What follows belongs to an exercise in optimizing a design on an open flow for small area and a short achievable clock period; a production flow would make more cautious choices.
No run shown here included a check of the RTL's function; only the layout flow was run.
No activity file was given, so power comes from the tool's default toggle rates.

==> flow/run.sh <==
#!/bin/bash
# synth_recipe.tcl (not shown) runs the flow's synth.tcl, then flattens the netlist and writes it again
# the make line also repeats each setting of config.mk as NAME=value (left out here)
make -C /OpenROAD-flow-scripts/flow DESIGN_CONFIG=/design/flow/config.mk WORK_HOME=/design/flow/orfs CLKGATE_MAP_FILE= SYNTH_SCRIPT=/design/flow/synth_recipe.tcl finish
==> flow/config.mk <==
export PLATFORM = sky130hd
export DESIGN_NAME = ook_decoder
export DESIGN_NICKNAME = ook_decoder
export VERILOG_FILES = /design/flow/design.v
export SDC_FILE = /design/flow/constraint.sdc
export NUM_CORES = 4
export LEC_CHECK = 0
export CAP_MARGIN = 20
export CORE_MARGIN = 2
export CORE_UTILIZATION = 40
export SLEW_MARGIN = 20
==> flow/constraint.sdc <==
create_clock -name core_clock -period 10.0 [get_ports {clk}]
set_input_delay 2.0000 -clock core_clock [delete_from_list [all_inputs] [get_ports {clk}]]
set_output_delay 2.0000 -clock core_clock [all_outputs]
set_load 0.01 [all_outputs]
==> flow/design.v <==
module ook_win (
    input  wire [12:0] x,
    input  wire [12:0] k,
    output wire        hit
);
    wire [4:0] k_hi1 = k[12:8] + 5'd1;
    wire [8:0] lo    = {1'b0, x[7:0]} - {1'b0, k[7:0]};
    wire       b8    = lo[8];
    wire       mid   = b8 ? (x[12:8] == k_hi1) : (x[12:8] == k[12:8]);
    assign hit = mid && (lo[7:0] <= 8'd200);
endmodule
module ook_assembler (
    input  wire        clk,
    input  wire        rst,
    input  wire        edge_valid,
    input  wire        edge_level,
    input  wire [31:0] edge_ts,
    output wire        enq,         
    output wire [63:0] enq_frame,   
    output wire        desync       
);
    reg [31:0] t0;
    reg        got_mark;
    reg [63:0] acc;
    reg [7:0]  bit_count;
    wire [18:0] t0_hi1 = t0[31:13] + 19'd1;
    wire        b13    = edge_ts[12:0] < t0[12:0];
    wire        hi_ok  = b13 ? (edge_ts[31:13] == t0_hi1) : (edge_ts[31:13] == t0[31:13]);
    wire [12:0] k_mark = t0[12:0] + 13'd400;
    wire [12:0] k_zero = t0[12:0] + 13'd900;
    wire [12:0] k_one  = t0[12:0] + 13'd1900;
    wire [12:0] k_gap  = t0[12:0] + 13'd3900;
    wire lo_mark, lo_zero, lo_one, lo_gap;
    ook_win w_mark (.x(edge_ts[12:0]), .k(k_mark), .hit(lo_mark));
    ook_win w_zero (.x(edge_ts[12:0]), .k(k_zero), .hit(lo_zero));
    ook_win w_one  (.x(edge_ts[12:0]), .k(k_one),  .hit(lo_one));
    ook_win w_gap  (.x(edge_ts[12:0]), .k(k_gap),  .hit(lo_gap));
    wire in_mark = hi_ok && lo_mark;
    wire in_zero = hi_ok && lo_zero;
    wire in_one  = hi_ok && lo_one;
    wire in_gap  = hi_ok && lo_gap;
    wire rise    = edge_valid && edge_level && got_mark;
    wire do_bit  = rise && (lo_zero || lo_one) && hi_ok;
    wire do_gap  = rise && in_gap;
    wire bc36    = (bit_count == 8'd36);
    assign enq       = do_gap && bc36;
    assign desync    = do_gap && !bc36;
    assign enq_frame = acc;
    always @(posedge clk) begin
        if (rst) begin
            t0        <= 32'd0;
            got_mark  <= 1'b0;
            acc       <= 64'd0;
            bit_count <= 8'd0;
        end else if (edge_valid) begin
            t0 <= edge_ts;
            if (!edge_level) begin
                got_mark <= in_mark;
            end else if (do_bit) begin
                acc       <= {acc[62:0], lo_one};
                bit_count <= bit_count + 8'd1;
            end else if (do_gap) begin
                acc       <= 64'd0;
                bit_count <= 8'd0;
            end
        end
    end
endmodule
module ook_queue #(
    parameter QCAP = 10
) (
    input  wire        clk,
    input  wire        rst,
    input  wire        enq,
    input  wire [63:0] enq_frame,
    input  wire        deq,         
    output wire        empty,
    output wire [63:0] head_frame,
    output wire        ovf          
);
    reg [63:0]     mem [0:QCAP-1];
    reg [QCAP-1:0] head;    
    reg [QCAP-1:0] tail;    
    reg [3:0]      count;
    wire full = (count == QCAP);
    assign empty = (count == 4'd0);
    assign ovf   = enq && full && !deq;
    wire wr = !full || enq;
    integer i;
    reg [63:0] rd;
    always @(*) begin
        rd = 64'd0;
        for (i = 0; i < QCAP; i = i + 1)
            rd = rd | (mem[i] & {64{head[i]}});
    end
    assign head_frame = rd;
    always @(posedge clk) begin
        for (i = 0; i < QCAP; i = i + 1)
            if (tail[i] && wr)
                mem[i] <= enq_frame;
    end
    wire [QCAP-1:0] head_inc = {head[QCAP-2:0], head[QCAP-1]};
    wire [QCAP-1:0] tail_inc = {tail[QCAP-2:0], tail[QCAP-1]};
    always @(posedge clk) begin
        if (rst) begin
            head  <= {{(QCAP-1){1'b0}}, 1'b1};
            tail  <= {{(QCAP-1){1'b0}}, 1'b1};
            count <= 4'd0;
        end else begin
            if (deq || ovf)
                head <= head_inc;
            if (enq)
                tail <= tail_inc;
            if (enq && !deq && !full)
                count <= count + 4'd1;
            else if (deq && !enq)
                count <= count - 4'd1;
        end
    end
endmodule
module ook_evaluator (
    input  wire        clk,
    input  wire        rst,
    input  wire        tick,
    input  wire        q_empty,
    input  wire [63:0] q_head,
    output wire        deq,
    output reg         rec_valid,
    output wire [7:0]  rec_id,
    output wire        rec_battery_ok,
    output wire [7:0]  rec_channel,
    output wire [15:0] rec_temp,
    output wire [7:0]  rec_hum
);
    reg        drain;
    reg [63:0] ref_frame;
    reg        ref_ok;
    reg        two_valid;
    reg [7:0]  r_id;
    reg        r_bat;
    reg        r_ch;
    reg [11:0] r_temp;
    reg [7:0]  r_hum;
    wire mark_ok = (q_head[11:8] == 4'b1111);
    wire eq_ref  = (q_head == ref_frame);
    assign deq = drain && !q_empty;
    wire accept = deq && !two_valid && ref_ok && mark_ok && eq_ref;
    always @(posedge clk) begin
        if (deq)
            ref_frame <= q_head;
    end
    always @(posedge clk) begin
        if (rst) begin
            drain     <= 1'b0;
            ref_ok    <= 1'b0;
            two_valid <= 1'b0;
            rec_valid <= 1'b0;
            r_id      <= 8'd0;
            r_bat     <= 1'b0;
            r_ch      <= 1'b0;
            r_temp    <= 12'd0;
            r_hum     <= 8'd0;
        end else begin
            rec_valid <= accept;
            ref_ok    <= deq;
            if (!drain) begin
                if (tick)
                    drain <= 1'b1;
            end else if (q_empty) begin
                drain     <= 1'b0;
                two_valid <= 1'b0;
            end else if (accept) begin
                two_valid <= 1'b1;
            end
            if (accept) begin
                r_id   <= q_head[35:28];
                r_bat  <= q_head[27];
                r_ch   <= q_head[25];
                r_temp <= q_head[23:12];
                r_hum  <= q_head[7:0];
            end
        end
    end
    assign rec_id         = r_id;
    assign rec_battery_ok = r_bat;
    assign rec_channel    = {6'd0, r_ch, 1'b0};
    assign rec_temp       = {{4{r_temp[11]}}, r_temp};
    assign rec_hum        = r_hum;
endmodule
module ook_decoder (
    input  wire        clk,
    input  wire        rst,
    input  wire        edge_valid,
    input  wire        edge_level,
    input  wire [31:0] edge_ts,
    input  wire        tick,
    output wire        rec_valid,
    output wire [7:0]  rec_id,
    output wire        rec_battery_ok,
    output wire [7:0]  rec_channel,
    output wire [15:0] rec_temp,
    output wire [7:0]  rec_hum,
    output reg  [15:0] ovf_count,
    output reg  [15:0] desync_count
);
    wire        enq;
    wire [63:0] enq_frame;
    wire        desync;
    wire        deq;
    wire        q_empty;
    wire [63:0] q_head;
    wire        ovf;
    ook_assembler u_asm (
        .clk        (clk),
        .rst        (rst),
        .edge_valid (edge_valid),
        .edge_level (edge_level),
        .edge_ts    (edge_ts),
        .enq        (enq),
        .enq_frame  (enq_frame),
        .desync     (desync)
    );
    ook_queue u_queue (
        .clk        (clk),
        .rst        (rst),
        .enq        (enq),
        .enq_frame  (enq_frame),
        .deq        (deq),
        .empty      (q_empty),
        .head_frame (q_head),
        .ovf        (ovf)
    );
    ook_evaluator u_eval (
        .clk            (clk),
        .rst            (rst),
        .tick           (tick),
        .q_empty        (q_empty),
        .q_head         (q_head),
        .deq            (deq),
        .rec_valid      (rec_valid),
        .rec_id         (rec_id),
        .rec_battery_ok (rec_battery_ok),
        .rec_channel    (rec_channel),
        .rec_temp       (rec_temp),
        .rec_hum        (rec_hum)
    );
    always @(posedge clk) begin
        if (rst) begin
            ovf_count    <= 16'd0;
            desync_count <= 16'd0;
        end else begin
            if (ovf && ovf_count != 16'hFFFF)
                ovf_count <= ovf_count + 16'd1;
            if (desync && desync_count != 16'hFFFF)
                desync_count <= desync_count + 16'd1;
        end
    end
endmodule
==> results.txt, run 1 <==
- The flow ran to the end and the layout has no timing, DRC or antenna violations.
- The aggregate global routing overflow is 0.
- Once layout is complete, the cells apart from fillers number 4,021.
- The compound-cell area share of the yosys netlist is 12.0%.
- The launching point of the worst reg2reg path is u_asm.t0[8].
- The core region is 0.0903 sq mm.
- The final worst setup slack is 2.33 ns.
- The post-synthesis instance total is 2,686.
- For this design the ratio of total power to cell area is 189 mW/mm^2.
- Total power for the finished layout comes to 7.94 mW.
- The sum of net half-perimeters after detailed placement is 54.7 mm.
- The async set-reset flop share out of synthesis is 0%.
- Clock tree synthesis selected as its root buffer the cell sky130_fd_sc_hd__clkbuf_16.
- At the pin with the least slew margin, the transition time is 1.13 ns.
- The detailed-route via count is 23,400.
- The effective utilization at floorplan is 40.5%.
- Clock-pin slew was measured on the worst setup and hold paths at 0.06 ns.
- The cell family contributing the most delay on the critical path is simple AND/OR/NAND/NOR gates.
- The worst hold path cell count is 2.
- The class of the tightest hold or removal check is reg -> reg.
- The initial antenna violation count came to 2.
- For this run, design rule violations remaining after detail routing come to 0.
- Along the worst path, the maximum fanout reaches 22.
- The quantity of gates resized following cts is 0.
- Once placement completed, the tool counted placed cells totaling 3,853.
- At the worst endpoint, the required time is 10.29 ns.
- The clock tree synthesis step divided the H-tree into 3 levels.
- The number of antenna diodes in the final layout is 0.
- Between clock sinks in the finished design, the worst skew comes to 0.0346 ns.
- The summed instance area of the synthesized netlist is 0.0366 sq mm.
- Traced cell by cell, the critical path runs through clkdlybuf4s50_1, ha_1, a21oi_1, a31oi_1, a211o_1, or4_1, a222oi_1, nand4_1, or2_1, nor2_1, nor2_2, nor2b_4, buf_4.
- The synthesized netlist devotes 1.78% of its cell area to adder and majority cells.
- The xor/xnor share of the synthesized area is 3.69%.
- The pre-antenna-repair detailed-routing pass consisted of 6 iterations.
- Together, buffers and inverters on the worst path number 2.
- The worst register-to-register path has a depth of 13.
- Data on the critical path arrives at its endpoint at 7.96 ns.
- The number of global-route vias before repair is 23,200.
- The cell taking the most area after synthesis is sky130_fd_sc_hd__edfxtp_1.
- The maximum clock frequency is 130 MHz.
- The category of the worst setup path capture point is a register.
- The fraction of the cycle the final worst path needs is 76.7%.
- In this run the horizontal extent of the chip is 306 um.
- The remaining antenna violation count after routing is 0.
- The post-CTS setup buffer count is 0.
- TritonCTS built the clock tree.
- Timing analysis after detailed placement gives a worst setup slack of 1.76 ns.
- Across the VDD grid, the largest voltage drop is 0.129 mV.
- Summed over its instances, the top area cell type makes up 57.8% of the synthesized netlist area.
- For flop-to-flop paths, the worst setup slack is 3.31 ns.
- The die covers 0.0939 sq mm.
- After detailed routing, the total wire length is 95.4 mm.
- The area of all placed cells without fillers is 0.0420 sq mm.
- The top flip-flop cell by instance count after synthesis is sky130_fd_sc_hd__edfxtp_1.
- In this run the count of I/O pins placed on the die edge is 111.
- The worst path needs 7.67 ns of the cycle, external delays included.
- The global router's overall resource usage is 20.0%.
- The path with the worst hold slack has its endpoint at u_eval.two_valid.
- The worst setup path is of the in -> reg kind.
- The number of buffers created by CTS is 90.
- The startpoint identified for the worst hold timing path is u_eval.two_valid.
- On the critical path, the stage with the largest delay is an instance of sky130_fd_sc_hd__clkdlybuf4s50_1.
- In the layout the commonest cells are sky130_fd_sc_hd__edfxtp_1 (704), sky130_fd_sc_hd__nand2_1 (216), sky130_fd_sc_hd__a22oi_1 (189), sky130_fd_sc_hd__dfxtp_1 (185), sky130_fd_sc_hd__nor2_1 (124).
- The library cell used most frequently in the layout, excluding fill and tap cells, is sky130_fd_sc_hd__edfxtp_1.
- The number of pins with negative max-slew slack in the final report is 0.
- The worst pin sits at a relative slew slack of 24.6%.
- The hold slack is 0.463 ns.
- The main combinational cell family by area after synthesis is compound AO/OA/AOI/OAI gates.
- Yosys mapped a number of flops with a built-in enable equal to 704.
- Setup repair after global routing left no endpoint under its margin.
- By area the synthesized netlist is led by sky130_fd_sc_hd__edfxtp_1 (58%), sky130_fd_sc_hd__dfxtp_1 (11%), sky130_fd_sc_hd__a22oi_1 (3.9%), sky130_fd_sc_hd__xnor2_1 (2.7%), sky130_fd_sc_hd__nand2_1 (2.2%).
- The synthesized area per cell is 13.6 sq um.
- The total of buffers placed on input and output ports is 103.
- The quantity of hold-fixing buffers added after cts is 0.
- The critical path's largest stage delay is 0.82 ns.
- The net total in the final layout is 2,857.
- The portion of synthesized area spent on multiplexers is 2.29%.
- The floorplan step set the die height to 306 um.
- The first global-routing pass estimated 143 mm of wire.
- The sort of element at the start of the critical path is a primary input.
- Of the cells placed in the final design, the portion with a size suffix greater than 1 is 8.26%.
- The endpoint identified for the worst register-to-register timing path is u_queue.mem[3][12].
- The post-synthesis sequential element count is 899.
- The Yosys step of the flow raised 5 warnings.
- The first routing iteration left 2,251 violations.
- The insertion delay to the later sink of the worst-skew pair is 0.66 ns.
- In the final routed layout, each cell accounts on average for 23.7 um.
- The number of clock sinks is 899.
- The clock passes through at most 3 buffers.
- In the final timing run, aggregate negative setup slack is 0 ns.
- The area growth from synthesis to layout is 14.9%.
- The total setup violations reported at the end of the flow is 0.
- Routability-driven placement finished with a final weighted congestion of 0.853.
- The simple-gate share of the synthesized area is 9.55%.
- Using the TritonRoute via totals, the vias-per-cell ratio works out to 5.83.
- The max-cap check violation count is 0.
- The count of endpoints failing hold in the final timing report was 0.
- In this run the static leakage power is 15.3 nW.
- The number of distinct standard cells referenced by the synthesized netlist is 85.
- The share of the yosys chip area belonging to registers is 68.4%.
- Entering global routing, the biggest net connects 75 pins.
- After detailed placement, the total cell area comes to 0.0389 sq mm.
- The site row count is 110.
- The final design utilization is 46.6%.
[worst max-delay path by stage]
stage                           from            endpoint  slack, ns  depth (start not counted)
after floorplan           edge_ts[2]   u_queue.mem[0][0]       1.83                         13
after global placement    edge_ts[8]  u_queue.mem[3][12]       1.87                         13
after detailed placement  edge_ts[8]  u_queue.mem[3][28]       1.76                         13
after CTS                 edge_ts[8]  u_queue.mem[3][12]       2.40                         13
after global routing      edge_ts[8]  u_queue.mem[3][12]       1.98                         13
final                     edge_ts[8]  u_queue.mem[3][12]       2.33                         13
[report_power, final]
group | switching [mW] | leakage (nW) | total [mW] | internal, mW
sequential | 0.0295 | 9.62 | 4.04 | 4.01
combinational | 0.259 | 4.12 | 0.415 | 0.156
clock | 1.43 | 1.52 | 3.48 | 2.06
[synthesized netlist by cell type, drive strengths merged (13+ instances only)]
library cell,number
o31ai,15
nand3,50
ha,49
o21ai,42
edfxtp,704
or4,16
nor4,19
xnor2,112
nand2b,13
and2,13
mux2i,77
nor2,125
xor2,42
or3,22
a221oi,68
nand4,98
nor2b,23
and3,19
dfxtp,195
a22o,67
nor3,34
a211oi,14
inv,45
a22oi,189
clkbuf,105
buf,52
nand2,216
a21oi,121
[metal layers]
metal	global-route usage (%)	up-vias	wire (um)
met5	0	-	12
met4	5.70	2	2130
met3	3.53	133	7320
met2	32.2	945	44400
met1	27.7	11800	41500
li1	-	10600	-
[worst min-delay path, cell delays in order, from the launching register on]
cell	delay (ns)
sky130_fd_sc_hd__dfxtp_1	0.30
sky130_fd_sc_hd__inv_1	0.05
sky130_fd_sc_hd__a21boi_0	0.07
[sequential cells by signal (all words and copies together), names as in the netlist, 12 cells and up]
name and flops:
u_queue.mem 640, u_asm.acc 64, u_eval.ref_frame 64, u_asm.t0 32, desync_count 16, ovf_count 16
u_eval.r_temp 12
[cells by family after synthesis]
| family | Yosys count |
|---|---|
| simple gates | 692 |
| flops | 899 |
| compound gates | 604 |
| other cells | 1 |
| mux | 83 |
| xor+xnor | 154 |
| buf+inv | 202 |
| fa+ha+maj | 51 |
[area by class of cell]
| cell class | count | area [sq um] |
|---|---|---|
| Clock inverter | 45 | 596 |
| Sequential cell | 899 | 25100 |
| Inverter | 45 | 170 |
| Fill cell | 7908 | 48300 |
| Multi-Input combinational cell | 1591 | 10800 |
| Timing Repair Buffer | 142 | 1390 |
| Clock buffer | 123 | 2510 |
| Tap cell | 1176 | 1470 |
==> run 2, diff against run 1 <==
--- a/flow/config.mk
+++ b/flow/config.mk
@@ -6,6 +6,8 @@
 export NUM_CORES = 4
 export LEC_CHECK = 0
+export ABC_CLOCK_PERIOD_IN_PS = 3000
 export CAP_MARGIN = 20
 export CORE_MARGIN = 2
 export CORE_UTILIZATION = 40
+export SETUP_SLACK_MARGIN = 5
 export SLEW_MARGIN = 20
==> results.txt, run 2 <==
- The run finished with no timing, DRC or antenna violations.
- Counting along the longest clock path gives a buffer depth of 3.
- Of all cell types, the one taking the most synthesized area is sky130_fd_sc_hd__edfxtp_1.
- The post-synthesis instance total is 2,686.
- The detailed-route via count is 25,600.
- The total overflow left after global routing is 0.
- The clock-pin slew on the worst setup and hold paths is 0.06 ns.
- The number of filler instances in the final layout is 7,228.
- The cell occurring most often along the worst timing path is sky130_fd_sc_hd__buf_6.
- The most repeated cell in the gate-level netlist after synthesis is sky130_fd_sc_hd__edfxtp_1.
- The clock root buffer is sky130_fd_sc_hd__clkbuf_16.
- The floorplan die area is 0.0939 sq mm.
- STA puts the critical path data required time at 10.60 ns.
- The number of pins with negative max-slew slack in the final report is 0.
- For this run, the slowest stage of the critical path takes 0.53 ns.
- The critical path is of the in -> reg type.
- The flip-flop count of the largest register after layout is 640.
- The layout cell share with drive strength beyond 1 is 19.6%.
- Max-cap violations in this run came to 0.
- Wires add up to 116 mm.
- Clock tree synthesis found a total of 899 sinks.
- The count of endpoints failing hold in the final timing report came to 0.
- The accumulated negative setup slack is 0 ns.
- The worst slack after detailed placement is 2.30 ns.
- The synthesized netlist devotes 9.55% of its cell area to simple gates.
- The worst path uses 53.1% of the clock period.
- After synthesis the cells add up to 0.0366 sq mm.
- Setup violations remaining at the end of the flow were counted as 0.
- In this run the register-to-register setup slack is 4.99 ns.
- The share of the yosys chip area belonging to registers is 68.4%.
- VDD sags by at most 0.137 mV.
- The total of buffers placed on input and output ports is 103.
- Setup repair after global routing could not meet its margin everywhere.
- The most used routing layer is met2.
- The largest register by flop count is u_queue.mem.
- The power per unit of standard cell area is 172 mW/mm^2.
- The compound-cell area share of the yosys netlist is 12.0%.
- The total leakage power is 17.7 nW.
- Entering global routing, the biggest net connects 91 pins.
- The area growth from synthesis to layout is 28.6%.
- The count of nets left with antenna violations once routing finished came out at 0.
- The length of the first detailed-routing pass in iterations is 6.
- The met2 capacity usage during global routing is 37.2%.
- The largest fanout on the critical path is 10.
- The met3 usage is 4.48%.
- Routability-driven placement finished with a final weighted congestion of 0.855.
- Static timing analysis puts the maximum clock frequency at 188 MHz.
- The initial antenna violation count is 1.
- On the final layout, the worst clock skew is 0.0675 ns.
- Of the total synthesized cell area, the portion taken by XOR and XNOR cells is 3.69%.
- The transition time at the pin with the least slew margin is 1.14 ns.
- In this run, synthesis inferred 704 flip-flops with an integrated enable.
- For this design, the CTS-stage hold fixing added 0 buffers.
- For the worst-skew pair, the clock arrives at the later sink with an insertion delay of 0.69 ns.
- After synthesis, the largest area contributor takes up 57.8% of total cell area.
- In this run the mean area of a mapped cell was 13.6 sq um.
- After synthesis, the largest family of logic cells by area is compound AO/OA/AOI/OAI gates.
- For this configuration, the core starts out at a cell density of 40.5%.
- The number of warnings issued by yosys is 5.
- The total core area is 0.0903 sq mm.
- Walking the worst path, the cells encountered are buf_12, ha_4, a21oi_2, a31oi_2, a211o_1, or4_1, a222oi_1, buf_4, buf_6, buf_6, buf_6, buf_6, buf_6, buf_6, buf_6, buf_6, buf_6, nand2_4, nor4_4, buf_4, buf_12, clkbuf_16, nand2_1, a21oi_1.
- The final routed DRC violation total is 0.
- The top cell types in the final layout, fill and taps aside, are sky130_fd_sc_hd__edfxtp_1 (704), sky130_fd_sc_hd__a22oi_1 (189), sky130_fd_sc_hd__dfxtp_1 (184), sky130_fd_sc_hd__nand2_1 (177), sky130_fd_sc_hd__nor2_1 (122).
- The mux share of post-synthesis cell area is 2.29%.
- After synthesis, the most frequently instantiated cells are sky130_fd_sc_hd__edfxtp_1 (704), sky130_fd_sc_hd__nand2_1 (216), sky130_fd_sc_hd__dfxtp_1 (195).
- The width of the die is 306 um.
- The async set-reset flop share out of synthesis is 0%.
- In the final layout, the registers with the most flip-flops are u_queue.mem (640), u_asm.acc (64), u_eval.ref_frame (64).
- In this run the core area contains 110 standard-cell rows.
- The worst hold path was traced through 2 stages.
- The final worst setup slack is 4.69 ns.
- The number of global-route vias before repair is 24,800.
- Counting flops and latches in the post-synthesis netlist gives 899.
- The H-tree was split into 3 levels.
- The number of distinct standard cells referenced by the synthesized netlist is 85.
- The worst-case headroom to the max-slew limit is 23.9%.
- In the global route stage, overall resource usage came out at 23.0%.
- After detailed routing, the average wire length per cell comes to 27.1 um.
- Counting the buffers created by CTS gives 93.
- The sum of net half-perimeters after detailed placement is 56.4 mm.
- The top flip-flop cell by instance count after synthesis is sky130_fd_sc_hd__edfxtp_1.
- The first global-routing pass estimated 162 mm of wire.
- The floorplan die height is 306 um.
- By area the synthesized netlist is led by sky130_fd_sc_hd__edfxtp_1 (58%), sky130_fd_sc_hd__dfxtp_1 (11%), sky130_fd_sc_hd__a22oi_1 (3.9%), sky130_fd_sc_hd__xnor2_1 (2.7%), sky130_fd_sc_hd__nand2_1 (2.2%).
- The category of the worst setup path capture point is a register.
- Of the total synthesized cell area, the portion taken by full adders, half adders and majority gates is 1.78%.
- The via count normalized by instance count is 6.03.
- In the global route stage, met1 resource usage came out at 31.5%.
- Measured in cells, the most critical reg-to-reg path has a length of 24.
- The data arrival time of the critical path is 5.91 ns.
- The first-iteration detailed-routing DRC count is 2,916.
- The net total in the final layout is 3,085.
- The top-level I/O count is 111.
- The most common library cell in the layout ignoring fill and taps is sky130_fd_sc_hd__edfxtp_1.
- In this run the worst hold path is classified as reg -> reg.
- The sort of element at the start of the critical path is a primary input.
- The minimum period implied by the final worst setup slack is 5.31 ns.
- The TritonCTS clock tree is done.
- The slowest stage of the critical path is the sky130_fd_sc_hd__or4_1 cell.
-- run 2: cell counts after synthesis --
Identical to the previous run, type by type.
-- run 2: critical path, delay by kind of cell --
family | cells | cell delay [ns]
AOI/OAI and AO/OA | 5 | 1.20
adders and majority gates | 1 | 0.22
buffers and inverters | 14 | 1.58
and+or+nand+nor | 4 | 0.89
-- run 2: repair_timing --
item	in CTS	in global routing
pin swaps	45	60
setup buffers	98	37
endpoints found under the hold margin	0	0
resized for setup	261	180
gates cloned	51	36
endpoints found under the setup margin	796	757
-- run 2: logic make-up (layout without fill, tap and decap cells) --
kind of cell               count (synthesis)  count (layout)
buffers and inverters                    202             580
muxes                                     83              83
AOI/OAI and AO/OA                        604             604
adders and majority gates                 51              51
xor gates and xnor gates                 154             154
and+or+nand+nor                          692             700
other                                      1               8
DFF                                      899             899
-- run 2: layer usage --
metal / routed length [um] / vias up / part of all wire (%)
li1: - / 11100 / -
met1: 46100 / 13000 / 40
met2: 53800 / 1370 / 47
met3: 11900 / 196 / 10
met4: 3590 / 2 / 3.1
met5: 11 / - / 0.0095
-- run 2: per-stage QoR --
stage                     hold WS [ns]  total power [mW]  cells  instance area (sq um)  utilization [%]
final                            0.459              8.08   4255                  47100             52.1
after global routing             0.498              8.31   4254                  47100             52.1
after CTS                        0.461              8.09   4181                  45300             50.2
after global placement           0.443              4.53   3856                  39100             43.3
after floorplan                  0.433              4.41   2692                  36900                -
after detailed placement         0.451              4.55   3856                  39100             43.3
-- run 2: path summary, 6_finish.rpt --
| check | from | end |
|---|---|---|
| max | edge_ts[8] | u_asm.acc[57] |
| min | u_eval.two_valid | u_eval.two_valid |
| max reg2reg | u_asm.t0[9] | u_asm.acc[57] |
| min reg2reg | u_eval.two_valid | u_eval.two_valid |
-- run 2: where the power goes --
part	total, mW	switching, mW	internal [mW]	leakage, nW
sequential	4.04	0.0297	4.01	9.62
combinational	0.472	0.284	0.187	6.58
clock	3.57	1.51	2.07	1.54
-- run 2: cell type report --
type / count / area, sq um / area share [%]
Antenna cell: 1 / 2.50 / 0.00532
Sequential cell: 899 / 25100 / 53.2
Clock buffer: 125 / 2540 / 5.39
Inverter: 45 / 170 / 0.362
Timing Repair Buffer: 359 / 5430 / 11.5
Multi-Input combinational cell: 1599 / 11800 / 25.0
Tap cell: 1176 / 1470 / 3.13
Clock inverter: 51 / 631 / 1.34

re-timing with driven ports:
No port has a modelled driver above. Below, the same layouts with a new extraction and two added sets of constraints. Step 1: set_driving_cell puts a clkbuf_16 on clk and a buf_2 on each other input, an assumption about the parent block. Step 2 adds t to the input delays and takes it off the output delays; t is the mean of the earliest and latest rising clock arrival at the registers after step 1. Input paths then give back, and output paths get back, about the clock's delay inside the block. a / b / c = ideal ports / drivers / drivers and shift; a / b = the first two.
run	shift t [ns]	slack for setup (ns)	worst setup path at the end	latest minus earliest clock arrival (ns)	worst slew at a driven data input, ns
run 1	0.711	2.326 / 2.369 / 1.658	input to register	0.037 / 0.036	0.06
run 2	0.722	4.692 / 4.711 / 3.989	input to register	0.068 / 0.068	0.08
After both steps every run listed still meets setup and hold. The setup slack of run 2, which loses most, moves by +0.019 ns with the drivers and by -0.703 ns with both steps.
